From an optimization exercise on the open Yosys and OpenROAD flow, aimed at small area; shortcuts taken in it are not production practice.
Only simulation tests tie the RTL to the original design; equivalence was not proved.
In every run shown here, the design's own scripts or RTL, not TritonCTS, make the clock network.
The flow treats the clock pin as an ideal source. Dropping or thinning the clock tree relies on that and would not hold on a real chip.
Power figures rest on the tool's default switching activity, not on a simulated workload.

File: flow/flow/run.sh
#!/bin/bash
# Standard layout (standard.sh), except:
#  - synthesis maps the logic with an area-oriented ABC script (flow/synth.tcl);
#  - the port buffers use the smallest buffer cell;
#  - buffers ABC may have inserted are removed before placement;
#  - the constant outputs share one tie cell;
#  - the clock gets three clock buffers fed by the clock port instead of an H-tree (flow/cts_one_buffer.tcl).
# Every tool's log stays under orfs/logs/; make's output goes to standard.log.
set -euo pipefail
here=$(pwd)
export FLOW_ABC_SCRIPT=$here/flow/abc_area.script
bash standard.sh SYNTH_SCRIPT=$here/flow/synth.tcl \
  "BUFFER_PORTS_ARGS=-buffer_cell sky130_fd_sc_hd__buf_1" REMOVE_ABC_BUFFERS=1 \
  PRE_CTS_TCL=$here/flow/cts_one_buffer.tcl SKIP_REPAIR_TIE_FANOUT=1 \
  finish > standard.log 2>&1
File: flow/flow/abc_area.script
&get -n
&st
&dch
&nf -R 1000 -p
&st
&syn2
&dch
&nf -R 1000 -p
&st
&syn2
&dch
&nf -R 1000 -p
&put
File: flow/flow/cts_one_buffer.tcl
# Sourced by ORFS's cts.tcl before clock tree synthesis (PRE_CTS_TCL).
# The design has few registers, so instead of TritonCTS's H-tree (a root
# buffer and four leaf buffers) the clock port drives three clock buffers
# directly, each placed at the centre of the third of the registers it
# clocks (the registers are split into three by x position). Every register
# is one buffer away from the clock port.
rename clock_tree_synthesis __orfs_clock_tree_synthesis
proc clock_tree_synthesis {args} {
  set ngroups 3
  set cell sky130_fd_sc_hd__clkbuf_8
  set block [ord::get_db_block]
  set dbu [$block getDbUnitsPerMicron]
  set clk_net [$block findNet clk]
  set sinks {}
  foreach iterm [$clk_net getITerms] {
    set inst [$iterm getInst]
    set loc [$inst getLocation]
    lappend sinks [list [lindex $loc 0] [lindex $loc 1] \
      "[$inst getName]/[[$iterm getMTerm] getName]"]
  }
  set sinks [lsort -integer -index 0 $sinks]
  set n [llength $sinks]
  for {set g 0} {$g < $ngroups} {incr g} {
    set lo [expr {($g * $n) / $ngroups}]
    set hi [expr {(($g + 1) * $n) / $ngroups - 1}]
    set pins {}
    set sx 0
    set sy 0
    foreach s [lrange $sinks $lo $hi] {
      set sx [expr {$sx + [lindex $s 0]}]
      set sy [expr {$sy + [lindex $s 1]}]
      lappend pins [get_pins [lindex $s 2]]
    }
    set k [llength $pins]
    set x [expr {double($sx) / $k / $dbu}]
    set y [expr {double($sy) / $k / $dbu}]
    puts "Clock: buffer $g ($cell) for $k sinks at ($x, $y) um"
    insert_buffer -buffer_cell $cell -net clk -load_pins $pins \
      -location [list $x $y] -buffer_name clkbuf_$g -net_name clknet_$g
  }
  set_propagated_clock [all_clocks]
}
File: flow/flow/synth.tcl
# The standard synthesis (synth_recipe.tcl), with ABC's combinational
# mapping run by flow/abc_area.script instead of ORFS's speed script.
# Registers, flattening and renaming are exactly the standard ones.
proc synth {args} { yosys synth -nofsm -noshare {*}$args }
proc abc {args} {
  set i [lsearch -exact $args -script]
  if {$i >= 0} { lset args [expr {$i + 1}] $::env(FLOW_ABC_SCRIPT) }
  yosys abc {*}$args
}
source $::env(SCRIPTS_DIR)/synth.tcl
# left out here: clear keep_hierarchy, flatten, clean up, hide names made inside functions, write 1_2_yosys.v
File: flow/standard.sh
#!/bin/bash
# synth_recipe.tcl (not shown) runs the flow's synth.tcl, then flattens the netlist and writes it again
# the make line also repeats each setting of config.mk as NAME=value (left out here)
make -C /OpenROAD-flow-scripts/flow DESIGN_CONFIG=/design/flow/config.mk WORK_HOME=/design/flow/orfs CLKGATE_MAP_FILE= SYNTH_SCRIPT=/design/flow/synth_recipe.tcl "${@:-finish}"
File: flow/config.mk
export PLATFORM = sky130hd
export DESIGN_NAME = cmux_rx
export DESIGN_NICKNAME = cmux_rx
export VERILOG_FILES = /design/flow/design.v
export SDC_FILE = /design/flow/constraint.sdc
export NUM_CORES = 4
export LEC_CHECK = 0
export CAP_MARGIN = 20
export CORE_MARGIN = 2
export CORE_UTILIZATION = 40
export GPL_TIMING_DRIVEN = 0
export SLEW_MARGIN = 20
File: flow/constraint.sdc
create_clock -name core_clock -period 4.0 [get_ports {clk}]
set_input_delay 0.8000 -clock core_clock [delete_from_list [all_inputs] [get_ports {clk}]]
set_output_delay 0.8000 -clock core_clock [all_outputs]
set_load 0.01 [all_outputs]
File: flow/design.v
module cmux_rx (
    input             clk,
    input             rst,
    input             in_valid,
    input      [7:0]  in_data,
    output            pay_valid,
    output     [7:0]  pay_data,
    output            rec_valid,
    output     [1:0]  rec_kind,
    output     [31:0] rec_w0,
    output     [31:0] rec_w1
);
    localparam [7:0] FLAG = 8'hF9;
    function [7:0] crc8_step(input [7:0] x);
        integer k;
        reg [7:0] c;
        begin
            c = x;
            for (k = 0; k < 8; k = k + 1)
                c = c[0] ? ((c >> 1) ^ 8'hE0) : (c >> 1);
            crc8_step = c;
        end
    endfunction
    reg        act;          
    reg        ovf;          
    reg  [7:0] pos;          
    reg  [7:0] addr_n, ctrl_n, len_n;    
    reg  [7:0] last_n;       
    reg  [7:0] crc;
    reg        frame;        
    reg        fok;          
    wire [7:0] addr = ~addr_n;
    wire [7:0] ctrl = ~ctrl_n;
    wire [7:0] len  = ~len_n;
    wire [7:0] last = ~last_n;
    wire       v      = in_valid & ~rst;
    wire       flag   = (in_data == FLAG);
    wire       close  = v & flag & act;
    wire [6:0] plen   = len[7:1];
    wire       is_uih = ((ctrl & 8'hEF) == 8'hEF);
    wire       is_hdr = pos[7];
    wire       at_fcs = (pos == {1'b0, plen});
    wire [7:0] cx     = crc ^ in_data;
    wire       enter  = is_hdr & (pos[1:0] == 2'd0);     
    wire [16:0] cnt_inc = {1'b0, ctrl, pos} + 17'd1;
    reg  [2:0] kind_code;
    always @(*) begin
        case (ctrl & 8'hEF)
            8'h2F:   kind_code = 3'd0;
            8'h63:   kind_code = 3'd1;
            8'h0F:   kind_code = 3'd2;
            8'hEF:   kind_code = 3'd3;
            default: kind_code = 3'd4;
        endcase
    end
    wire       short    = (pos == 8'd0) | (is_hdr & (pos[1:0] != 2'd0));
    wire [7:0] code     = short ? 8'h20 : (!len[0] ? 8'h23 : 8'h24);
    assign pay_valid = v & act & ~flag & ~is_hdr & ~at_fcs;
    assign pay_data  = in_data;
    assign rec_valid = close;
    assign rec_kind  = {ovf, ~ovf & ~frame};
    assign rec_w0[31:17] = frame ? {last, plen} : 15'h0;
    assign rec_w0[16]    = frame;            
    assign rec_w0[15:0]  = frame ? {ctrl, addr}
                         : ovf   ? {ctrl, pos}
                         :         {8'h00, code};
    assign rec_w1    = frame ? {1'b0, plen, ~crc, 3'b000, fok, ctrl[4],
                                kind_code, addr[0], addr[1], addr[7:2]}
                     : 32'h0;
    always @(posedge clk) begin
        if (rst)
            act <= 1'b0;
        else if (v && flag)
            act <= ~act;
        if (in_valid) begin
            last_n <= ~in_data;
            fok    <= (cx == 8'hFF);
            frame  <= ~flag & ~ovf & len[0] & at_fcs;
            if (!act) begin
                ovf <= 1'b0;
                pos <= 8'hFD;
                crc <= 8'hFF;
            end else begin
                if (is_hdr) begin        
                    addr_n <= ctrl_n;
                    len_n  <= ~in_data;
                end
                if (is_hdr || (!at_fcs && !is_uih))
                    crc <= crc8_step(cx);
                if (!ovf) begin
                    if (is_hdr) ctrl_n <= len_n;
                    if (enter) begin
                        ovf    <= 1'b1;
                        pos    <= 8'h84;
                        ctrl_n <= 8'hFF;
                    end else begin
                        pos    <= pos + 8'd1;
                    end
                end else if (!cnt_inc[16]) begin
                    {ctrl_n, pos} <= {~cnt_inc[15:8], cnt_inc[7:0]};
                end
            end
        end
    end
endmodule
==> metrics.yaml, run 1 <==
dp.cells: 440
initial_core_util_pct: 41.9
synth_area_leaders: "edfxtp_1 (53%), nor2_1 (8.2%), buf_4 (5.5%)"
tightest_slew_ps: 945
syn_inst: 283
grt_pass1_wl_um: 10300
worstSetupStartpointType: "flop"
ys_types: 37
portBuffers: 82
drive_gt1_share_pct: 1.15
synth_top_area_share_pct: 53.2
viasPerCell: 5.20
fin_crit_ps: 3190
hpwlAfterDp_um: 4930
nets: 365
critPathCaptureType: "output pin"
hold_violations: 0
stdcell_count: 443
cts_hold_buf: 0
n_antenna_cell: 0
post-cts-setup-buffers: 0
syn2layout_area_growth_pct: 11.0
run_status: "complete, no violations"
finalClockSkew_ps: 6.17
io_pins: 87
rsz0062_at_grt: "no"
drc: 0
die_h_um: 88.8
ys.flop_type: "edfxtp_1"
grt_usage_pct: 16.5
maxSlewViolCount: 0
rows: 30
path_clk_slew_ps: 100
routedWlPerCell_um: 14.9
ant_nets: 0
crit_path_max_fanout: 7
finalPower_uw: 900
wl_um: 6620
hold_class: "flop to flop"
avgSynthCellArea_um2: 10.2
maxCapViolCount: 0
relSlewSlack_pct: 36.6
cts_resized: 0
startpoint: "ctrl_n[2]"
required_ps: 3200
grt_overflow: 0
p_leak_uw: 0.00100
synth-seq-cells: 52
critPathKind: "flop to output pin"
vdd_drop_max_mv: 0.257
ys_async_sr_fraction_pct: 0
hold_path_startpoint: "ctrl_n[3]"
antenna_found_initial: 0
fp.dieW_um: 88.8
yosys_warnings: 1
period_share_pct: 79.7
arrival_ps: 2390
gp_congestion: 0.833
power.density_nw_per_um2: 282
drt_first_pass_iters: 4
grt_pass1_vias: 2055
clk_latency_ps: 160
drt_iter0_drc: 104
syn-cell-area_um2: 2880
r2r-start: "ctrl_n[2]"
fin_hold_ws_ps: 622
die_area_um2: 7890
core_area_um2: 6870
max_freq_mhz: 314
dr_total_vias: 2303
ys_seq_area_share_pct: 53.9
grt_start_max_net_pins: 36
synthTopCellsByCount: "nor2_1 (63), edfxtp_1 (51), buf_4 (21)"
yosysTopAreaCell: "edfxtp_1"
setup-violations-final: 0
synth_edf_count: 51
tns_ps: 0
yosysMostFrequentCell: "nor2_1"
metal layers:
metal | part of all wire (%) | routed length [µm] | GRT usage (%)
met1 | 44 | 2890 | 22.8
met2 | 48 | 3170 | 29.4
met3 | 7.3 | 484 | 1.40
met4 | 1.2 | 80 | 1.52
met5 | 0 | 0 | 0
registers in the layout (all words and copies together), names as in the netlist:
register and count:
act 1, addr_n 8, crc 8, ctrl_n 8, fok 1, frame 1
last_n 8, len_n 8, ovf 1, pos 8
final timing paths:
path | end | slack [ps] | depth (start not counted)
worst max register to register | pos[7] | 1020 | 4
worst max-delay path | rec_w1[8] | 810 | 5
worst min register to register | addr_n[3] | 620 | 0
worst min-delay path | addr_n[3] | 620 | 0
logic make-up after synthesis:
| logic type | Yosys count | synth area share (%) |
|---|---|---|
| other cells | 1 | 0.130 |
| compound gates | 46 | 9.57 |
| simple gates | 117 | 18.5 |
| buf+inv | 34 | 7.18 |
| xor+xnor | 28 | 8.53 |
| flops | 52 | 53.9 |
| fa+ha+maj | 5 | 2.17 |
report_power, final:
group,internal (µW),switching [µW],leakage (µW),total (µW)
logic,30.2,60.2,0.000536,90.4
registers,604,5.73,0.000445,609
clock network,69.9,130,0.0000216,200
through the flow:
stage               util, %  setup slack (ps)  instance area [µm²]
floorplan                 -              1540                 2720
global placement       45.8               858                 3150
detailed placement     45.8               837                 3150
CTS                    46.4               808                 3190
global route           46.5               652                 3190
finish                 46.5               813                 3190
area by class of cell, without the clock buffers:
class | instances | area, µm²
timing repair buffer | 82 | 308
multi-input combinational | 197 | 1120
tap | 96 | 120
inverter | 13 | 48.8
sequential | 52 | 1550
fill | 683 | 3680
worst max-delay path: stages, from the launching register on:
cell and delay, ps:
edfxtp_1 510, or4_1 620, nor4_1 660, a21oi_1 140
nor2_1 120, buf_1 180
layout by cell type, fill, tap and decap left out, types with 2 or more instances in the layout:
master,n
buf_1,82
a21o_1,4
or4_1,2
nor4_1,7
clkinv_1,13
and3_1,5
nand4_1,4
xor2_1,12
xnor2_1,16
nand3_1,4
nor2_1,63
a21oi_1,16
ha_1,5
a211o_1,2
o21ai_0,13
nand2_1,17
edfxtp_1,51
clkbuf_8,3
and2_0,2
a31oi_1,4
nor3_1,4
==> inputs of run 2 (changes only) <==
--- a/flow/design.v
+++ b/flow/design.v
@@ -27,8 +27,10 @@
     reg  [7:0] addr_n, ctrl_n, len_n;    
     reg  [7:0] last_n;       
     reg  [7:0] crc;
-    reg        frame;        
-    reg        fok;          
+    reg        frame_n;      
+    wire       frame = ~frame_n;
+    reg        fok_n;        
+    wire       fok = ~fok_n;
     wire [7:0] addr = ~addr_n;
     wire [7:0] ctrl = ~ctrl_n;
     wire [7:0] len  = ~len_n;
@@ -74,8 +76,8 @@
             act <= ~act;
         if (in_valid) begin
             last_n <= ~in_data;
-            fok    <= (cx == 8'hFF);
-            frame  <= ~flag & ~ovf & len[0] & at_fcs;
+            fok_n  <= (cx != 8'hFF);
+            frame_n <= flag | ovf | ~len[0] | ~at_fcs;
             if (!act) begin
                 ovf <= 1'b0;
                 pos <= 8'hFD;
==> run 2 against run 1 <==
Net effect: first-iteration DRC count decreased by 21%; final area increased by 0.78%; via count decreased by 1.3%; largest cell class unchanged.
==> metrics.yaml, run 2 <==
run_status: "complete, no violations"
rsz0062_at_grt: "no"
ys_seq_area_share_pct: 54.0
synthTopCellsByCount: "nor2_1 (64), edfxtp_1 (51), buf_4 (21)"
clk_latency_ps: 170
final_common_cell: "buf_1"
n_antenna_cell: 0
drc: 0
layout_common_cells: "buf_1 (82), nor2_1 (64), edfxtp_1 (51)"
maxCapViolCount: 0
ys_types: 33
yosys_warnings: 1
avgSynthCellArea_um2: 10.0
syn-cell-area_um2: 2870
grt_start_max_net_pins: 23
syn_inst: 286
hpwlAfterDp_um: 5040
power.density_nw_per_um2: 275
synth_area_leaders: "edfxtp_1 (53%), nor2_1 (8.4%), buf_4 (5.5%)"
critPathCaptureType: "output pin"
synth_edf_count: 51
final_cell_area_um2: 3220
dr_total_vias: 2274
ys_async_sr_fraction_pct: 0
period_share_pct: 79.0
grt_usage_pct: 16.8
tightest_slew_ps: 850
post-cts-setup-buffers: 0
yosysTopAreaCell: "edfxtp_1"
die_h_um: 88.8
worstSetupStartpointType: "flop"
seqCellArea_um2: 1550
multi_input_area_um2: 1120
crit_path_max_fanout: 22
hold_violations: 0
ys.flop_type: "edfxtp_1"
tns_ps: 0
wl_um: 6810
initial_core_util_pct: 41.8
cts_hold_buf: 0
grt_overflow: 0
fp.dieW_um: 88.8
gp_congestion: 0.825
ant_nets: 0
fin_crit_ps: 3160
place_area_um2: 3170
io_pins: 87
maxSlewViolCount: 0
cts_resized: 0
drive_gt1_share_pct: 1.42
core_area_um2: 6870
place_ws_ps: 887
drt_iter0_drc: 82
setup-violations-final: 0
path_clk_slew_ps: 110
hold_class: "flop to flop"
routedWlPerCell_um: 15.2
r2r_setup_slack_ps: 1480
drt_first_pass_iters: 4
portBuffers: 82
grt_pass1_wl_um: 10500
hold_path_depth: 0
viasPerCell: 5.09
arrival_ps: 2360
reg2reg_depth: 7
synth-seq-cells: 52
finalWorstSetupSlack_ps: 839
max_freq_mhz: 316
relSlewSlack_pct: 43.3
rows: 30
finalClockSkew_ps: 8.07
critPathKind: "flop to output pin"
finalPower_uw: 884
nets: 369
grt_pass1_vias: 2086
synth_top_area_share_pct: 53.3
syn2layout_area_growth_pct: 12.0
p_leak_uw: 0.00100
required_ps: 3200
die_area_um2: 7880
yosysMostFrequentCell: "nor2_1"
antenna_found_initial: 0
vdd_drop_max_mv: 0.294
fillers: 691
-- run 2: cell types whose count changed in the layout (fill, tap and decap cells not counted), moves of 2 or more --
cell,change
nand4_1,-3
xor2_1,+2
nand3_1,+6
nor3_1,+6
a31oi_1,-2
nor4_1,-5
and3_1,+2
-- run 2: final timing paths --
kind                                 from         to
worst min-delay path            ctrl_n[3]  addr_n[3]
worst min register to register  ctrl_n[3]  addr_n[3]
worst max-delay path              frame_n  rec_w0[0]
worst max register to register     pos[0]     pos[4]
-- run 2: cell type report, without the clock buffers --
cell class	count	area share, %
Inverter	13	1.52
Multi-Input combinational cell	200	34.8
Sequential cell	52	48.2
Tap cell	96	3.73
Timing Repair Buffer	83	10.4
-- run 2: metal layers --
metal  up-vias  part of all wire, %  track usage [%]
li1       1118                    -                -
met1      1054                   45             23.2
met2        98                   47             29.9
met3         4                  7.4             1.49
met4         0                 0.71             1.65
met5         -                    0                0
-- run 2: cell families (layout without fill, tap and decap cells) --
| logic type | Yosys count | count (layout) | share of synthesized area [%] |
|---|---|---|---|
| and+or+nand+nor | 122 | 122 | 18.9 |
| DFF | 52 | 52 | 54.0 |
| AOI/OAI and AO/OA | 43 | 43 | 8.84 |
| buffers and inverters | 34 | 99 | 7.18 |
| xor gates and xnor gates | 29 | 29 | 8.84 |
| adders and majority gates | 5 | 5 | 2.18 |
| other | 1 | 1 | 0.130 |
-- run 2: report_power, final --
part	switching (µW)	internal, µW	leakage (µW)	total (µW)
Sequential	4.74	603	0.000438	608
Combinational	45.4	24.0	0.000543	69.4
Clock	137	70.1	0.0000216	207
-- run 2: per-stage QoR --
stage                     util, %  hold slack [ps]  cells
after floorplan                 -              504    265
after global placement       45.8              558    443
after detailed placement     46.2              554    444
after CTS                    46.8              582    447
after global routing         46.8              611    447
final                        46.8              585    447
-- run 2: worst max-delay path, cell delays in order (launching register included) --
cell	delay (ps)
edfxtp_1	890
buf_16	230
clkinv_1	80
nor2_1	500
nand3_1	220
nand2_1	100
buf_1	150
==> inputs of run 3 (changes only) <==
--- a/flow/config.mk
+++ b/flow/config.mk
@@ -5,8 +5,8 @@
 export SDC_FILE = /design/flow/constraint.sdc
 export NUM_CORES = 4
 export LEC_CHECK = 0
-export CAP_MARGIN = 20
+export CAP_MARGIN = 0
 export CORE_MARGIN = 2
 export CORE_UTILIZATION = 40
 export GPL_TIMING_DRIVEN = 0
-export SLEW_MARGIN = 20
+export SLEW_MARGIN = 0
==> run 3 against run 2 <==
Net effect: sequential power is essentially flat; worst setup slack got worse by 310 ps; sequential share of layout area rose by 0.49 points; worst hold slack improved by 3.1 ps; final area decreased by 1.0%; final cell count decreased by 0.22%; via count decreased by 0.70%; combinational power shrank 0.6%; synthesized cell count unchanged; core utilization decreased by 0.47 points; critical path type unchanged.
==> metrics.yaml, run 3 <==
syn2layout_area_growth_pct: 10.8
top_usage_layer: "met2"
dr_total_vias: 2258
grt_pass1_vias: 2088
syn_inst: 286
max_freq_mhz: 288
run_status: "complete, no violations"
tns_ps: 0
antenna_found_initial: 0
grtUsageMet2_pct: 29.7
synth_area_leaders: "edfxtp_1 (53%), nor2_1 (8.4%), buf_4 (5.5%)"
rows: 30
final_common_cell: "buf_1"
n_antenna_cell: 0
hold_violations: 0
cts_hold_buf: 0
portBuffers: 82
viasPerCell: 5.06
fp.dieW_um: 88.8
drive_gt1_share_pct: 0.857
required_ps: 3200
arrival_ps: 2670
synth_edf_count: 51
hold_class: "flop to flop"
grt_util_met1_pct: 23.1
die_area_um2: 7880
syn-cell-area_um2: 2870
vdd_drop_max_mv: 0.275
path_clk_slew_ps: 110
synth-seq-cells: 52
post-cts-setup-buffers: 0
crit_path_max_fanout: 40
grt_usage_pct: 16.8
drt_first_pass_iters: 4
ys_async_sr_fraction_pct: 0
synth_top_area_share_pct: 53.3
r2r_setup_slack_ps: 1330
drc: 0
drt_iter0_drc: 96
maxSlewViolCount: 0
avgSynthCellArea_um2: 10.0
ys_seq_area_share_pct: 54.0
maxCapViolCount: 0
nets: 368
rsz0062_at_grt: "no"
gp_congestion: 0.825
clk_latency_ps: 170
initial_core_util_pct: 41.8
critPathKind: "flop to output pin"
ant_nets: 0
die_h_um: 88.8
critPathCaptureType: "output pin"
wl_um: 6720
routedWlPerCell_um: 15.1
synthTopCellsByCount: "nor2_1 (64), edfxtp_1 (51), buf_4 (21)"
p_leak_uw: 0.000988
yosysTopAreaCell: "edfxtp_1"
grt_start_max_net_pins: 41
relSlewSlack_pct: 15.4
yosys_warnings: 1
grt_pass1_wl_um: 10500
yosysMostFrequentCell: "nor2_1"
tightest_slew_ps: 1270
fin_crit_ps: 3470
finalPower_uw: 883
ys.flop_type: "edfxtp_1"
period_share_pct: 86.7
io_pins: 87
ys_types: 33
met3_usage_pct: 1.59
finalClockSkew_ps: 5.25
worstSetupStartpointType: "flop"
layout_common_cells: "buf_1 (82), nor2_1 (64), edfxtp_1 (51)"
hpwlAfterDp_um: 4940
grt_overflow: 0
core_area_um2: 6870
cts_resized: 0
power.density_nw_per_um2: 277
setup-violations-final: 0
==> run 3: cell counts after synthesis <==
Identical to the previous run, type by type.
==> run 3: layer usage <==
| metal | wire length, µm | part of all wire [%] |
|---|---|---|
| met5 | 0 | 0 |
| met4 | 29 | 0.43 |
| met3 | 387 | 5.8 |
| met2 | 3170 | 47 |
| met1 | 3140 | 47 |
==> run 3: cell type report, without the clock buffers <==
| cell class | count | area (µm²) |
|---|---|---|
| multi-input combinational | 200 | 1120 |
| inverter | 13 | 48.8 |
| timing repair buffer | 82 | 308 |
| tap | 96 | 120 |
| sequential | 52 | 1550 |
| fill | 688 | 3680 |
==> run 3: final timing paths <==
check / start / to / cells past startpoint
setup reg to reg: pos[0] / pos[6] / 7
setup / recovery: frame_n / rec_w0[0] / 5
hold / removal: ctrl_n[3] / addr_n[3] / 0
hold reg to reg: ctrl_n[3] / addr_n[3] / 0
==> run 3: report_power, final <==
group	internal (µW)	switching, µW
registers	603	4.75
clock network	70.1	137
logic	23.9	45.1
total	697	187
==> run 3: per-stage QoR <==
stage               cell area, µm²  hold WS [ps]  worst slack (ps)  instances  util, %
floorplan                     2720           504              1130        265        -
global placement              3140           558               653        443     45.8
detailed placement            3140           557               622        443     45.8
CTS                           3190           585               416        446     46.4
global route                  3190           608               155        446     46.4
finish                        3190           588               532        446     46.4
==> run 3: critical path, cell delays in order (launching register included) <==
cell,delay (ps)
edfxtp_1,1210
clkinv_1,230
nor2_1,570
nand3_1,230
nand2_1,110
buf_1,150
==> run 3: cell families after synthesis <==
group	count (synthesis)	synth area share (%)
buffers and inverters	34	7.18
xor gates and xnor gates	29	8.84
DFF	52	54.0
adders and majority gates	5	2.18
AOI/OAI and AO/OA	43	8.84
and+or+nand+nor	122	18.9
other	1	0.130
==> inputs of run 4 (changes only) <==
--- a/flow/design.v
+++ b/flow/design.v
@@ -27,10 +27,8 @@
     reg  [7:0] addr_n, ctrl_n, len_n;    
     reg  [7:0] last_n;       
     reg  [7:0] crc;
-    reg        frame_n;      
-    wire       frame = ~frame_n;
-    reg        fok_n;        
-    wire       fok = ~fok_n;
+    reg        frame;        
+    reg        fok;          
     wire [7:0] addr = ~addr_n;
     wire [7:0] ctrl = ~ctrl_n;
     wire [7:0] len  = ~len_n;
@@ -76,8 +74,8 @@
             act <= ~act;
         if (in_valid) begin
             last_n <= ~in_data;
-            fok_n  <= (cx != 8'hFF);
-            frame_n <= flag | ovf | ~len[0] | ~at_fcs;
+            fok    <= (cx == 8'hFF);
+            frame  <= ~flag & ~ovf & len[0] & at_fcs;
             if (!act) begin
                 ovf <= 1'b0;
                 pos <= 8'hFD;
==> flow/flow/run.sh (replaced) <==
#!/bin/bash
# Standard layout (standard.sh), except:
#  - synthesis maps all the logic, adders included, with an area-oriented
#    ABC script (flow/synth.tcl, flow/abc_area.script; no adder cell mapping);
#  - the port buffers use the smallest buffer cell;
#  - buffers ABC may have inserted are removed before placement;
#  - the constant outputs share one tie cell;
#  - the clock gets three clock buffers fed by the clock port instead of an H-tree (flow/cts_one_buffer.tcl).
# Every tool's log stays under orfs/logs/; make's output goes to standard.log.
set -euo pipefail
here=$(pwd)
export FLOW_ABC_SCRIPT=$here/flow/abc_area.script
bash standard.sh SYNTH_SCRIPT=$here/flow/synth.tcl ADDER_MAP_FILE= \
  "BUFFER_PORTS_ARGS=-buffer_cell sky130_fd_sc_hd__buf_1" REMOVE_ABC_BUFFERS=1 \
  PRE_CTS_TCL=$here/flow/cts_one_buffer.tcl SKIP_REPAIR_TIE_FANOUT=1 \
  finish > standard.log 2>&1
==> flow/flow/abc_area.script (replaced) <==
&get -n
&st
&dch
&nf -R 1000 -p -E 10
&st
&syn2
&dch
&nf -R 1000 -p -E 10
&st
&syn2
&dch
&nf -R 1000 -p -E 10
&st
&syn2
&dch
&nf -R 1000 -p -E 10
&st
&syn2
&dch
&nf -R 1000 -p -E 10
&put
==> flow/config.mk (replaced) <==
export PLATFORM = sky130hd
export DESIGN_NAME = cmux_rx
export DESIGN_NICKNAME = cmux_rx
export VERILOG_FILES = /design/flow/design.v
export SDC_FILE = /design/flow/constraint.sdc
export NUM_CORES = 4
export LEC_CHECK = 0
export CAP_MARGIN = 20
export CORE_MARGIN = 2
export CORE_UTILIZATION = 65
export GPL_TIMING_DRIVEN = 0
export SLEW_MARGIN = 20
==> run 4 against run 3 <==
Net effect: wire length is 2.1% lower; register-to-register slack worse by 350 ps; sequential power hardly changed; first-iteration DRC count is 82% higher; final cell count is 13% lower; largest cell class unchanged; via count is 2.2% higher; synthesized area is 3.7% lower.
==> metrics.yaml, run 4 <==
run_status: "complete, no violations"
final_common_cell: "buf_1"
fp.dieW_um: 69.2
max_freq_mhz: 319
synth-seq-cells: 52
power.density_nw_per_um2: 300
combPwrFrac_pct: 10.1
n_antenna_cell: 0
die_area_um2: 4790
ys_async_sr_fraction_pct: 0
yosysMostFrequentCell: "nor2_1"
portBuffers: 82
drc: 0
synth-adder-area-share_pct: 0
synthTopCellsByCount: "nor2_1 (65), edfxtp_1 (51), buf_4 (21)"
fin_hold_ws_ps: 560
stdcell_count: 388
maxCapViolCount: 0
die_h_um: 69.2
viasPerCell: 5.95
worst_path_most_repeated_cell: "buf_1"
hold_class: "flop to flop"
ys_types: 34
critPathCaptureType: "output pin"
syn_inst: 274
hpwlAfterDp_um: 4830
layout_common_cells: "buf_1 (82), nor2_1 (65), edfxtp_1 (51)"
cts_hold_buf: 0
drt_first_pass_iters: 5
grt_overflow: 0
synth_xor_area_share_pct: 6.33
finalPower_uw: 908
routedWlPerCell_um: 17.0
clk_latency_ps: 160
dp.cells: 385
p_int_uw: 703
critPathSlowestCell: "buf_1"
arrival_ps: 2340
critPathKind: "primary input to output pin"
synth_top_family_by_area: "simple AND/OR/NAND/NOR gates"
fin_crit_ps: 3140
finalClockSkew_ps: 3.03
period_share_pct: 78.4
rows: 23
hold_path_startpoint: "ctrl_n[4]"
synth_area_leaders: "edfxtp_1 (55%), nor2_1 (8.8%), buf_4 (5.7%)"
drt_iter0_drc: 175
avgSynthCellArea_um2: 10.1
r2r-end: "pos[7]"
hold_violations: 0
nets: 351
r2r-start: "pos[0]"
syn-cell-area_um2: 2770
initial_core_util_pct: 68.2
path_cells: "buf_1, nand2_1, or4_1, nor2_1, buf_1"
reg2reg_depth: 7
cts_resized: 0
seqPwrFrac_pct: 67.1
setup-violations-final: 0
core_area_um2: 4060
finalWorstSetupSlack_ps: 863
required_ps: 3200
tns_ps: 0
switching_share_pct: 22.6
grt_pass1_wl_um: 10500
syn2layout_area_growth_pct: 9.36
yosys.area_share.simple_pct: 17.9
synth_mux_area_share_pct: 0
ys.flop_type: "edfxtp_1"
drive_gt1_share_pct: 1.18
synth_top_area_share_pct: 55.4
yosys_warnings: 1
path_clk_slew_ps: 110
ys_seq_area_share_pct: 56.1
max_stage_delay_ps: 590
relSlewSlack_pct: 33.1
hold_path_depth: 0
synth_compound_gate_area_share_pct: 12.4
post-cts-setup-buffers: 0
clkPwrFrac_pct: 22.8
p_leak_uw: 0.000944
r2r_setup_slack_ps: 980
grt_usage_pct: 26.5
worstSetupStartpointType: "primary input"
ant_nets: 0
crit_path_max_fanout: 16
dr_total_vias: 2308
yosysTopAreaCell: "edfxtp_1"
maxSlewViolCount: 0
synth_edf_count: 51
place_ws_ps: 869
antenna_found_initial: 0
tightest_slew_ps: 999
io_pins: 87
gp_congestion: 0.825
wl_um: 6580
vdd_drop_max_mv: 0.291
hold_end: "addr_n[4]"
grt_start_max_net_pins: 36
rsz0062_at_grt: "no"
switchingPower_uw: 205
grt_pass1_vias: 2103
[run 4: cell count changes after synthesis, moves of 2 or more]
| cell | before | now |
|---|---|---|
| a211oi_1 | 0 | 2 |
| a21oi_1 | 15 | 17 |
| a31oi_1 | 2 | 5 |
| and3_1 | 7 | 5 |
| clkinv_1 | 13 | 11 |
| ha_1 | 5 | 0 |
| nand3_1 | 10 | 4 |
| nand4_1 | 1 | 4 |
| nor3_1 | 11 | 6 |
| o21ai_0 | 14 | 16 |
| or3_1 | 2 | 4 |
| xnor2_1 | 15 | 7 |
[run 4: worst max-delay path by stage]
stage	startpoint	depth (start not counted)	slack, ps	endpoint
2_1_floorplan	pos[0]	7	1340	ctrl_n[0]
3_3_place_gp	pos[0]	7	810	ctrl_n[4]
3_5_place_dp	in_valid	5	870	pay_valid
4_1_cts	in_valid	5	860	pay_valid
5_1_grt	frame	5	700	rec_w0[1]
6_report	in_valid	5	860	pay_valid
[run 4: metrics by stage]
stage | util [%] | cell area (µm²)
after floorplan | - | 2610
after CTS | 74.6 | 3030
after detailed placement | 73.5 | 2980
after global placement | 73.4 | 2980
final | 74.6 | 3030
after global routing | 74.6 | 3030
[run 4: cell families (layout without fill, tap and decap cells)]
family	Yosys count	count (layout)
other cells	1	1
xor+xnor	20	20
flops	52	52
compound gates	56	56
buf+inv	32	96
simple gates	113	113
[run 4: layout make-up, without the clock buffers]
| cell class | instances | area [µm²] |
|---|---|---|
| multi-input cells | 190 | 1020 |
| repair buffers | 82 | 308 |
| flip-flops and latches | 52 | 1550 |
| fillers | 316 | 1030 |
| well taps | 50 | 62.6 |
| inverters | 11 | 41.3 |
[run 4: power groups by stage]
stage                     Clock (µW)  Combinational [µW]  Sequential [µW]
after global placement             0                89.4              622
after CTS                        204                91.9              609
final                            207                91.7              609
after global routing             222                 102              610
after floorplan                    0                54.9              620
after detailed placement           0                91.2              622
[run 4: critical path: cells and delay by family]
kind                   cells  cell delay, ps
and+or+nand+nor            3             770
buffers and inverters      2             750
[run 4: layer usage]
metal	wire, µm	part of all wire (%)	vias up	GRT usage (%)
li1	-	-	1093	-
met1	2620	40	1091	35.6
met2	3450	52	114	48.7
met3	444	6.7	10	2.18
met4	68	1.0	0	3.05
met5	0	0	-	0
==> inputs of run 5 (changes only) <==
--- a/flow/config.mk
+++ b/flow/config.mk
@@ -7,6 +7,6 @@
 export LEC_CHECK = 0
 export CAP_MARGIN = 20
 export CORE_MARGIN = 2
-export CORE_UTILIZATION = 65
+export CORE_UTILIZATION = 40
 export GPL_TIMING_DRIVEN = 0
 export SLEW_MARGIN = 20
==> run 5 against run 4 <==
Net effect: critical path type unchanged; highest routed layer unchanged; largest cell class unchanged; sequential share of layout area down 0.63 points; maximum frequency shrank 1.3%; critical path depth did not move; die area grew 58%; register-to-register slack gained 20 ps; still clean on timing, DRC and antenna; core utilization is 29 points lower; first-iteration DRC count down 14%; clock power down 2%.
==> metrics.yaml, run 5 <==
fin_crit_ps: 3180
critPathSlowestCell: "buf_1"
grt_usage_pct: 16.5
critPathCaptureType: "output pin"
path_cells: "buf_1, nand2_1, or4_1, nor2_1, buf_1"
cts_hold_buf: 0
drc: 0
required_ps: 3200
antenna_found_initial: 0
arrival_ps: 2380
drt_iter0_drc: 150
tns_ps: 0
drive_gt1_share_pct: 1.18
core_area_um2: 6760
ys_types: 34
relSlewSlack_pct: 34.7
post-cts-setup-buffers: 0
setup-violations-final: 0
grt_start_max_net_pins: 36
grt_pass1_vias: 1993
hpwlAfterDp_um: 4770
nets: 351
place_area_um2: 3020
rsz0062_at_grt: "no"
ys_seq_area_share_pct: 56.1
stdcell_count: 418
max_freq_mhz: 315
multi_input_area_um2: 1020
wl_um: 6520
vdd_drop_max_mv: 0.245
fin_hold_ws_ps: 567
routedWlPerCell_um: 15.6
worst_path_most_repeated_cell: "buf_1"
hold_class: "flop to flop"
synth_top_area_share_pct: 55.4
ant_nets: 0
hold_violations: 0
syn2layout_area_growth_pct: 10.7
yosysTopAreaCell: "edfxtp_1"
maxCapViolCount: 0
die_area_um2: 7600
p_leak_uw: 0.000944
power.density_nw_per_um2: 294
synth-seq-cells: 52
period_share_pct: 79.5
die_h_um: 87.2
dr_total_vias: 2203
finalClockSkew_ps: 9.83
tightest_slew_ps: 973
rows: 30
clk_latency_ps: 170
path_clk_slew_ps: 110
grt_pass1_wl_um: 10100
grt_overflow: 0
syn-cell-area_um2: 2770
critPathKind: "primary input to output pin"
drt_first_pass_iters: 4
syn_inst: 274
avgSynthCellArea_um2: 10.1
n_antenna_cell: 0
portBuffers: 82
worstSetupStartpointType: "primary input"
synth_edf_count: 51
viasPerCell: 5.27
dp.cells: 415
gp_congestion: 0.798
final_common_cell: "buf_1"
yosysMostFrequentCell: "nor2_1"
yosys_warnings: 1
ys_async_sr_fraction_pct: 0
cts_resized: 0
fillers: 688
max_stage_delay_ps: 600
io_pins: 87
fin_util_pct: 45.3
synthTopCellsByCount: "nor2_1 (65), edfxtp_1 (51), buf_4 (21)"
initial_core_util_pct: 40.9
run_status: "complete, no violations"
ys.flop_type: "edfxtp_1"
layout_common_cells: "buf_1 (82), nor2_1 (65), edfxtp_1 (51)"
maxSlewViolCount: 0
fp.dieW_um: 87.2
synth_area_leaders: "edfxtp_1 (55%), nor2_1 (8.8%), buf_4 (5.7%)"
final_cell_area_um2: 3060
seqCellArea_um2: 1550
crit_path_max_fanout: 16
-- run 5: area by class of cell, without the clock buffers --
| type | count | area share, % |
|---|---|---|
| flip-flops and latches | 52 | 50.7 |
| well taps | 80 | 3.27 |
| inverters | 11 | 1.35 |
| repair buffers | 82 | 10.0 |
| multi-input cells | 190 | 33.3 |
-- run 5: through the flow --
stage / worst slack (ps) / power [µW]
6_report: 820 / 902
5_1_grt: 620 / 939
4_1_cts: 806 / 911
3_5_place_dp: 823 / 713
3_3_place_gp: 812 / 712
2_1_floorplan: 1340 / 675
-- run 5: routing by layer --
metal,share of wire (%),track usage [%]
met5,0,0
met4,1.7,2.24
met3,4.3,0.948
met1,46,23.8
met2,48,28.5
-- run 5: kinds of logic after synthesis --
family,share of synthesized area (%)
AO/OA/AOI/OAI,12.4
XOR/XNOR,6.33
buffers and inverters,7.19
flip-flops,56.1
other,0.136
AND/OR/NAND/NOR,17.9
-- run 5: final timing paths --
| check | from | endpoint | slack [ps] | depth (start not counted) |
|---|---|---|---|---|
| setup / recovery | in_valid | pay_valid | 820 | 5 |
| setup reg to reg | pos[0] | pos[5] | 1000 | 7 |
| hold reg to reg | ctrl_n[4] | addr_n[4] | 570 | 0 |
| hold / removal | ctrl_n[4] | addr_n[4] | 570 | 0 |
-- run 5: report_power, final --
group / switching (µW) / leakage [µW] / internal [µW] / total, µW
registers: 5.92 / 0.000446 / 604 / 610
clock network: 132 / 0.0000216 / 69.9 / 202
logic: 61.2 / 0.000476 / 29.1 / 90.3
-- run 5: critical path, delay by kind of cell --
kind	cells	cell delay, ps
AND/OR/NAND/NOR	3	800
buffers and inverters	2	780
==> inputs of run 6 (changes only) <==
--- a/flow/design.v
+++ b/flow/design.v
@@ -28,7 +28,8 @@
     reg  [7:0] last_n;       
     reg  [7:0] crc;
     reg        frame;        
-    reg        fok;          
+    reg        fok_n;        
+    wire       fok = ~fok_n;
     wire [7:0] addr = ~addr_n;
     wire [7:0] ctrl = ~ctrl_n;
     wire [7:0] len  = ~len_n;
@@ -74,7 +75,7 @@
             act <= ~act;
         if (in_valid) begin
             last_n <= ~in_data;
-            fok    <= (cx == 8'hFF);
+            fok_n  <= (cx != 8'hFF);
             frame  <= ~flag & ~ovf & len[0] & at_fcs;
             if (!act) begin
                 ovf <= 1'b0;
==> flow/flow/abc_area.script (replaced) <==
&get -n
&st
&deepsyn -J 100 -T 120
&dch
&nf -R 1000 -p -C 32
&put
--- a/flow/config.mk
+++ b/flow/config.mk
@@ -7,6 +7,6 @@
 export LEC_CHECK = 0
 export CAP_MARGIN = 20
 export CORE_MARGIN = 2
-export CORE_UTILIZATION = 40
+export CORE_UTILIZATION = 65
 export GPL_TIMING_DRIVEN = 0
 export SLEW_MARGIN = 20
==> run 6 against run 5 <==
Net effect: synthesized cell count is 1.1% lower; maximum frequency increased by 2.7%; highest routed layer unchanged; still clean on timing, DRC and antenna; worst setup slack better by 84 ps; global-route usage increased by 9.2 points; wire length down 3.3%; combinational power decreased by 2%; final area decreased by 0.90%; sequential power hardly changed.
==> metrics.yaml, run 6 <==
max_freq_mhz: 323
grt_pass1_vias: 2009
cts_resized: 0
antenna_found_initial: 0
finalClockSkew_ps: 8.11
period_share_pct: 77.4
grtUsageMet2_pct: 45.3
wl_um: 6300
post-cts-setup-buffers: 0
setup-violations-final: 0
io_pins: 87
drt_first_pass_iters: 5
fp.dieW_um: 69.2
synth_top_area_share_pct: 55.4
maxSlewViolCount: 0
grt_usage_pct: 25.7
seqCellArea_um2: 1550
ys_async_sr_fraction_pct: 0
grt_overflow: 0
yosys_warnings: 1
portBuffers: 82
critPathCaptureType: "flop"
relSlewSlack_pct: 44.7
clk_latency_ps: 160
syn2layout_area_growth_pct: 9.72
dr_total_vias: 2283
synthTopCellsByCount: "nor2_1 (58), edfxtp_1 (51), buf_4 (21)"
critPathKind: "flop to flop"
run_status: "complete, no violations"
p_leak_uw: 0.000940
vdd_drop_max_mv: 0.322
routedWlPerCell_um: 16.3
grt_util_met1_pct: 35.8
hpwlAfterDp_um: 4590
crit_path_max_fanout: 10
drc: 0
die_area_um2: 4790
cts_hold_buf: 0
ys_types: 37
final_common_cell: "buf_1"
yosysMostFrequentCell: "nor2_1"
initial_core_util_pct: 68.2
yosys.area_share.simple_pct: 17.8
worstSetupStartpointType: "flop"
multi_input_area_um2: 1020
fin_crit_ps: 3100
synth-seq-cells: 52
fillers: 296
max_stage_delay_ps: 670
rsz0062_at_grt: "no"
synth_xor_area_share_pct: 5.38
nets: 349
finalWorstSetupSlack_ps: 904
avgSynthCellArea_um2: 10.2
viasPerCell: 5.91
core_area_um2: 4060
synth-adder-area-share_pct: 0
synth_top_family_by_area: "simple AND/OR/NAND/NOR gates"
syn_inst: 271
n_antenna_cell: 0
maxCapViolCount: 0
die_h_um: 69.2
drt_iter0_drc: 209
rows: 23
top_usage_layer: "met2"
yosysTopAreaCell: "edfxtp_1"
ys.flop_type: "edfxtp_1"
hold_violations: 0
synth_mux_area_share_pct: 0
required_ps: 3800
ant_nets: 0
place_ws_ps: 947
met3_usage_pct: 1.74
hold_class: "flop to flop"
power.density_nw_per_um2: 297
gp_congestion: 0.864
tightest_slew_ps: 829
critPathSlowestCell: "a21oi_1"
layout_common_cells: "buf_1 (82), nor2_1 (58), edfxtp_1 (51)"
ys_seq_area_share_pct: 56.1
synth_compound_gate_area_share_pct: 13.5
path_clk_slew_ps: 110
tns_ps: 0
grt_pass1_wl_um: 10100
drive_gt1_share_pct: 1.19
syn-cell-area_um2: 2770
grt_start_max_net_pins: 37
arrival_ps: 2900
path_cells: "and3_1, and3_1, nand4_1, nand2b_1, or2_0, nand2b_1, nand2_1, a21oi_1"
synth_area_leaders: "edfxtp_1 (55%), nor2_1 (7.9%), buf_4 (5.7%)"
synth_edf_count: 51
run 6: layout make-up, without the clock buffers:
cell class              count  area share, %
multi-input cells         188           33.6
inverters                  10           1.24
flip-flops and latches     52           51.1
well taps                  50           2.06
repair buffers             83           10.6
run 6: critical path, delay by kind of cell, from the launching register on:
kind             cells  cell delay (ps)
AND/OR/NAND/NOR      7             1500
AO/OA/AOI/OAI        1              670
flip-flops           1              570
run 6: final timing paths:
check	startpoint	to	slack (ps)	cells after the start
min	ctrl_n[3]	addr_n[3]	560	0
max	pos[0]	ctrl_n[2]	900	8
max reg2reg	pos[0]	ctrl_n[2]	900	8
min reg2reg	ctrl_n[3]	addr_n[3]	560	0
run 6: cell families after synthesis:
| group | count (synthesis) |
|---|---|
| AND/OR/NAND/NOR | 108 |
| AO/OA/AOI/OAI | 62 |
| flip-flops | 52 |
| buffers and inverters | 31 |
| XOR/XNOR | 17 |
| other | 1 |
run 6: power breakdown:
| group | leakage, µW | total [µW] | switching, µW | internal (µW) |
|---|---|---|---|---|
| clock network | 0.0000216 | 203 | 133 | 70.0 |
| logic | 0.000477 | 88.9 | 60.7 | 28.2 |
| registers | 0.000442 | 608 | 5.22 | 603 |
run 6: stage by stage:
stage          utilization [%]  instances  total power, µW  hold WS [ps]  cell area, µm²
4_1_cts                   74.4        385              897           548            3020
2_1_floorplan                -        250              672           483            2610
5_1_grt                   74.8        386              931           560            3040
6_report                  74.8        386              901           556            3040
3_3_place_gp              73.4        382              706           520            2980
3_5_place_dp              73.4        382              708           523            2980
run 6: per-layer routing:
layer	wire (µm)	vias up
met5	0	-
met4	76	0
met3	439	10
met2	3240	118
met1	2540	1068
li1	-	1087
==> inputs of run 7 (changes only) <==
--- a/flow/config.mk
+++ b/flow/config.mk
@@ -7,6 +7,6 @@
 export LEC_CHECK = 0
 export CAP_MARGIN = 20
 export CORE_MARGIN = 2
-export CORE_UTILIZATION = 65
+export CORE_UTILIZATION = 40
 export GPL_TIMING_DRIVEN = 0
 export SLEW_MARGIN = 20
==> run 7 against run 6 <==
Net effect: register-to-register slack improved by 30 ps; worst setup slack improved by 30 ps; power rose by 0.29%; global-route usage decreased by 8.5 points; largest power group unchanged.
==> metrics.yaml, run 7 <==
die_h_um: 87.2
nets: 349
rows: 30
grt_usage_pct: 17.2
switchingPower_uw: 202
synth_mux_area_share_pct: 0
path_clk_slew_ps: 110
final_cell_area_um2: 3070
yosysMostFrequentCell: "nor2_1"
drive_gt1_share_pct: 1.19
synth_xor_area_share_pct: 5.38
synthTopCellsByCount: "nor2_1 (58), edfxtp_1 (51), buf_4 (21)"
hold_violations: 0
ys_types: 37
place_area_um2: 3020
seqPwrFrac_pct: 67.4
synth_compound_gate_area_share_pct: 13.5
core_area_um2: 6760
wl_um: 6650
viasPerCell: 5.32
max_freq_mhz: 326
power.density_nw_per_um2: 294
clkPwrFrac_pct: 22.8
io_pins: 87
yosys.area_share.simple_pct: 17.8
drt_iter0_drc: 201
syn2layout_area_growth_pct: 11.1
hold_path_depth: 0
critPathCaptureType: "flop"
maxCapViolCount: 0
cts_resized: 0
ant_nets: 0
layout_common_cells: "buf_1 (82), nor2_1 (58), edfxtp_1 (51)"
fp.dieW_um: 87.2
vdd_drop_max_mv: 0.270
ys_async_sr_fraction_pct: 0
required_ps: 3810
combPwrFrac_pct: 9.8
synth-seq-cells: 52
grt_pass1_vias: 2071
drt_first_pass_iters: 4
hold_class: "flop to flop"
maxSlewViolCount: 0
die_area_um2: 7600
max_stage_delay_ps: 660
critPathSlowestCell: "a21oi_1"
ys.flop_type: "edfxtp_1"
path_cells: "and3_1, and3_1, nand4_1, nand2b_1, or2_0, nand2b_1, nand2_1, a21oi_1"
initial_core_util_pct: 40.9
run_status: "complete, no violations"
yosysTopAreaCell: "edfxtp_1"
grt_pass1_wl_um: 10400
setup-violations-final: 0
grt_overflow: 0
switching_share_pct: 22.3
gp_congestion: 0.825
r2r-end: "ctrl_n[5]"
synth_edf_count: 51
synth_area_leaders: "edfxtp_1 (55%), nor2_1 (7.9%), buf_4 (5.7%)"
crit_path_max_fanout: 10
finalClockSkew_ps: 2.02
synth_top_family_by_area: "simple AND/OR/NAND/NOR gates"
cp_num_buf_inv: 0
period_share_pct: 76.6
grt_start_max_net_pins: 37
tightest_slew_ps: 850
r2r_setup_slack_ps: 930
reg2reg_depth: 8
yosys_warnings: 1
p_leak_uw: 0.000940
dr_total_vias: 2214
final_common_cell: "buf_1"
fin_crit_ps: 3070
portBuffers: 82
p_int_uw: 702
synth-adder-area-share_pct: 0
arrival_ps: 2870
routedWlPerCell_um: 16.0
post-cts-setup-buffers: 0
n_antenna_cell: 0
rsz0062_at_grt: "no"
hpwlAfterDp_um: 4840
drc: 0
worstSetupStartpointType: "flop"
relSlewSlack_pct: 42.8
syn-cell-area_um2: 2770
crit_family: "simple AND/OR/NAND/NOR gates"
hold_path_startpoint: "ctrl_n[4]"
syn_inst: 271
cts_hold_buf: 0
antenna_found_initial: 0
avgSynthCellArea_um2: 10.2
synth_top_area_share_pct: 55.4
r2r-start: "pos[0]"
ys_seq_area_share_pct: 56.1
tns_ps: 0
clk_latency_ps: 160
startpoint: "pos[0]"
hold_end: "addr_n[4]"
critPathKind: "flop to flop"
[run 7: cell counts in the layout (fill, tap and decap cells not counted)]
No cell type changed its count.
[run 7: cells by family (layout without fill, tap and decap cells)]
| group | count (synthesis) | count (layout) |
|---|---|---|
| and+or+nand+nor | 108 | 108 |
| AOI/OAI and AO/OA | 62 | 62 |
| other | 1 | 1 |
| buffers and inverters | 31 | 96 |
| DFF | 52 | 52 |
| xor gates and xnor gates | 17 | 17 |
[run 7: area by class of cell, without the clock buffers]
| class | instances | area [µm²] |
|---|---|---|
| Fill cell | 664 | 3680 |
| Sequential cell | 52 | 1550 |
| Multi-Input combinational cell | 188 | 1020 |
| Timing Repair Buffer | 83 | 323 |
| Tap cell | 80 | 100 |
| Inverter | 10 | 37.5 |
[run 7: worst max-delay path by stage]
stage / to / depth (start not counted)
3_5_place_dp: ctrl_n[2] / 8
5_1_grt: ctrl_n[3] / 8
4_1_cts: rec_w0[2] / 5
2_1_floorplan: ctrl_n[0] / 8
6_report: ctrl_n[5] / 8
3_3_place_gp: ctrl_n[2] / 8
[run 7: power groups by stage]
stage	Combinational, µW	Clock (µW)	Sequential [µW]
6_report	88.6	206	609
5_1_grt	98.6	230	610
4_1_cts	88.4	211	609
3_5_place_dp	87.9	0	621
3_3_place_gp	86.8	0	621
2_1_floorplan	52.4	0	620
[run 7: metrics by stage]
| stage | setup slack [ps] | util [%] | hold WS [ps] | total power [µW] | cells |
|---|---|---|---|---|---|
| CTS | 918 | 45.3 | 575 | 908 | 415 |
| detailed placement | 944 | 44.6 | 541 | 709 | 412 |
| floorplan | 1460 | - | 483 | 672 | 250 |
| finish | 934 | 45.5 | 565 | 903 | 416 |
| global route | 684 | 45.5 | 610 | 938 | 416 |
| global placement | 980 | 44.6 | 546 | 708 | 412 |
[run 7: layer usage]
| metal | vias up | track usage [%] | part of all wire, % |
|---|---|---|---|
| li1 | 1089 | - | - |
| met1 | 1026 | 23.6 | 42 |
| met2 | 88 | 30.3 | 50 |
| met3 | 11 | 1.42 | 7.0 |
| met4 | 0 | 2.52 | 1.2 |
| met5 | - | 0 | 0 |
==> inputs of run 8 (changes only) <==
--- a/flow/config.mk
+++ b/flow/config.mk
@@ -5,8 +5,8 @@
 export SDC_FILE = /design/flow/constraint.sdc
 export NUM_CORES = 4
 export LEC_CHECK = 0
-export CAP_MARGIN = 20
+export CAP_MARGIN = 10
 export CORE_MARGIN = 2
 export CORE_UTILIZATION = 40
 export GPL_TIMING_DRIVEN = 0
-export SLEW_MARGIN = 20
+export SLEW_MARGIN = 10
==> run 8 against run 7 <==
Net effect: maximum frequency up 0.33%; combinational power shrank 1%; via count fell by 0.45%; largest power group unchanged; worst setup slack gained 10 ps.
==> metrics.yaml, run 8 <==
grt_start_max_net_pins: 37
rows: 30
grt_util_met1_pct: 23.6
antenna_found_initial: 0
synthTopCellsByCount: "nor2_1 (58), edfxtp_1 (51), buf_4 (21)"
critPathSlowestCell: "a21oi_1"
p_int_uw: 701
dr_total_vias: 2204
syn_inst: 271
layout_common_cells: "buf_1 (82), nor2_1 (58), edfxtp_1 (51)"
ys.flop_type: "edfxtp_1"
r2r_setup_slack_ps: 940
fin_hold_ws_ps: 566
fin_util_pct: 45.3
cp_num_buf_inv: 0
max_freq_mhz: 327
setup-violations-final: 0
drt_first_pass_iters: 4
synth-seq-cells: 52
grt_overflow: 0
grt_usage_pct: 17.2
cts_resized: 0
drive_gt1_share_pct: 0.896
grtUsageMet2_pct: 30.3
seqPwrFrac_pct: 67.6
tightest_slew_ps: 971
max_stage_delay_ps: 660
crit_path_max_fanout: 10
vdd_drop_max_mv: 0.270
clk_latency_ps: 160
relSlewSlack_pct: 34.9
fillers: 664
rsz0062_at_grt: "no"
core_area_um2: 6760
drt_iter0_drc: 194
required_ps: 3800
tns_ps: 0
multi_input_area_um2: 1020
ys_seq_area_share_pct: 56.1
path_cells: "and3_1, and3_1, nand4_1, nand2b_1, or2_0, nand2b_1, nand2_1, a21oi_1"
clkPwrFrac_pct: 22.7
power.density_nw_per_um2: 295
die_h_um: 87.2
syn-cell-area_um2: 2770
drc: 0
switching_share_pct: 22.2
arrival_ps: 2860
critPathKind: "flop to flop"
post-cts-setup-buffers: 0
finalClockSkew_ps: 4.85
n_antenna_cell: 0
maxCapViolCount: 0
maxSlewViolCount: 0
place_area_um2: 3020
ys_types: 37
ys_async_sr_fraction_pct: 0
avgSynthCellArea_um2: 10.2
ant_nets: 0
fin_crit_ps: 3060
wl_um: 6680
synth_top_area_share_pct: 55.4
hold_class: "flop to flop"
hold_violations: 0
period_share_pct: 76.4
routedWlPerCell_um: 16.1
yosysMostFrequentCell: "nor2_1"
yosysTopAreaCell: "edfxtp_1"
fp.dieW_um: 87.2
cts_hold_buf: 0
io_pins: 87
grt_pass1_vias: 2071
nets: 348
combPwrFrac_pct: 9.7
syn2layout_area_growth_pct: 10.5
viasPerCell: 5.31
final_common_cell: "buf_1"
portBuffers: 82
seqCellArea_um2: 1550
synth_edf_count: 51
initial_core_util_pct: 40.9
gp_congestion: 0.825
die_area_um2: 7600
yosys_warnings: 1
final_cell_area_um2: 3060
synth_area_leaders: "edfxtp_1 (55%), nor2_1 (7.9%), buf_4 (5.7%)"
top_usage_layer: "met2"
grt_pass1_wl_um: 10400
crit_family: "simple AND/OR/NAND/NOR gates"
switchingPower_uw: 200
critPathCaptureType: "flop"
run_status: "complete, no violations"
p_leak_uw: 0.000933
met3_usage_pct: 1.42
worstSetupStartpointType: "flop"
path_clk_slew_ps: 110
hpwlAfterDp_um: 4840
==> run 8: cell counts after synthesis <==
No cell type changed its count.
==> run 8: final timing paths <==
path,to,cells past startpoint,startpoint
min,addr_n[4],0,ctrl_n[4]
max reg2reg,ctrl_n[7],8,pos[1]
max,ctrl_n[7],8,pos[1]
min reg2reg,addr_n[4],0,ctrl_n[4]
==> run 8: cells by family (layout without fill, tap and decap cells) <==
group	Yosys count	in the layout	share of synthesized area (%)
other cells	1	1	0.136
compound gates	62	62	13.5
simple gates	108	108	17.8
xor+xnor	17	17	5.38
buf+inv	31	95	7.06
flops	52	52	56.1
==> run 8: cell type report, without the clock buffers <==
cell class                      instances  area share, %
Sequential cell                        52           50.7
Multi-Input combinational cell        188           33.3
Timing Repair Buffer                   82           10.1
Tap cell                               80           3.27
Inverter                               10           1.23
==> run 8: power by group through the flow <==
stage	combinational, µW	sequential (µW)	clock [µW]
global placement	86.8	621	0
floorplan	52.4	620	0
CTS	88.4	609	211
finish	87.7	609	205
detailed placement	87.9	621	0
global route	97.5	610	230
==> run 8: layer usage <==
layer | part of all wire (%) | vias to the layer above
met5 | 0 | -
met4 | 1.2 | 0
met3 | 5.3 | 11
met2 | 50 | 85
met1 | 43 | 1022
li1 | - | 1086
==> run 8: through the flow <==
| stage | cells | worst slack, ps | total power, µW |
|---|---|---|---|
| 2_1_floorplan | 250 | 1460 | 672 |
| 3_3_place_gp | 412 | 980 | 708 |
| 3_5_place_dp | 412 | 944 | 709 |
| 4_1_cts | 415 | 918 | 908 |
| 5_1_grt | 415 | 662 | 937 |
| 6_report | 415 | 944 | 901 |

## re-timing with driven ports
The flow's constraints put no driver on any port. The routed layouts listed below were extracted and timed again, unchanged, in two steps.
Step 1: set_driving_cell puts a clkbuf_16 on clk and a buf_2 on each other input, an assumption about the parent block.
Step 2 adds t to the input delays and takes it off the output delays; t is the mean of the earliest and latest rising clock arrival at the registers after step 1. Input paths then give back, and output paths get back, about the clock's delay inside the block.
a / b / c = no drivers / after step 1 / after step 2; a / b = the first two.
run | t (ns) | slack for setup (ns) | worst hold slack (ns) | worst setup path at the end | worst data-port slew with drivers (ns)
run 1 | 0.206 | 0.813 / 0.767 / 0.801 | 0.622 / 0.622 / 0.622 | input to output | 0.03
run 2 | 0.210 | 0.839 / 0.792 / 0.837 | 0.585 / 0.585 / 0.585 | input to output | 0.04
run 3 | 0.209 | 0.532 / 0.485 / 0.695 | 0.588 / 0.588 / 0.588 | register to output | 0.04
run 4 | 0.208 | 0.863 / 0.837 / 0.837 | 0.560 / 0.560 / 0.560 | input to output | 0.03
run 5 | 0.208 | 0.820 / 0.795 / 0.795 | 0.567 / 0.567 / 0.567 | input to output | 0.03
run 6 | 0.203 | 0.904 / 0.904 / 0.904 | 0.556 / 0.556 / 0.556 | register to register | 0.03
run 7 | 0.204 | 0.934 / 0.934 / 0.934 | 0.565 / 0.565 / 0.565 | register to register | 0.03
run 8 | 0.205 | 0.944 / 0.932 / 0.944 | 0.566 / 0.566 / 0.566 | register to register | 0.03
After both steps setup and hold are still met in every run listed. The setup slack of run 4, which loses most, moves by -0.026 ns with the drivers and by -0.026 ns with both steps.
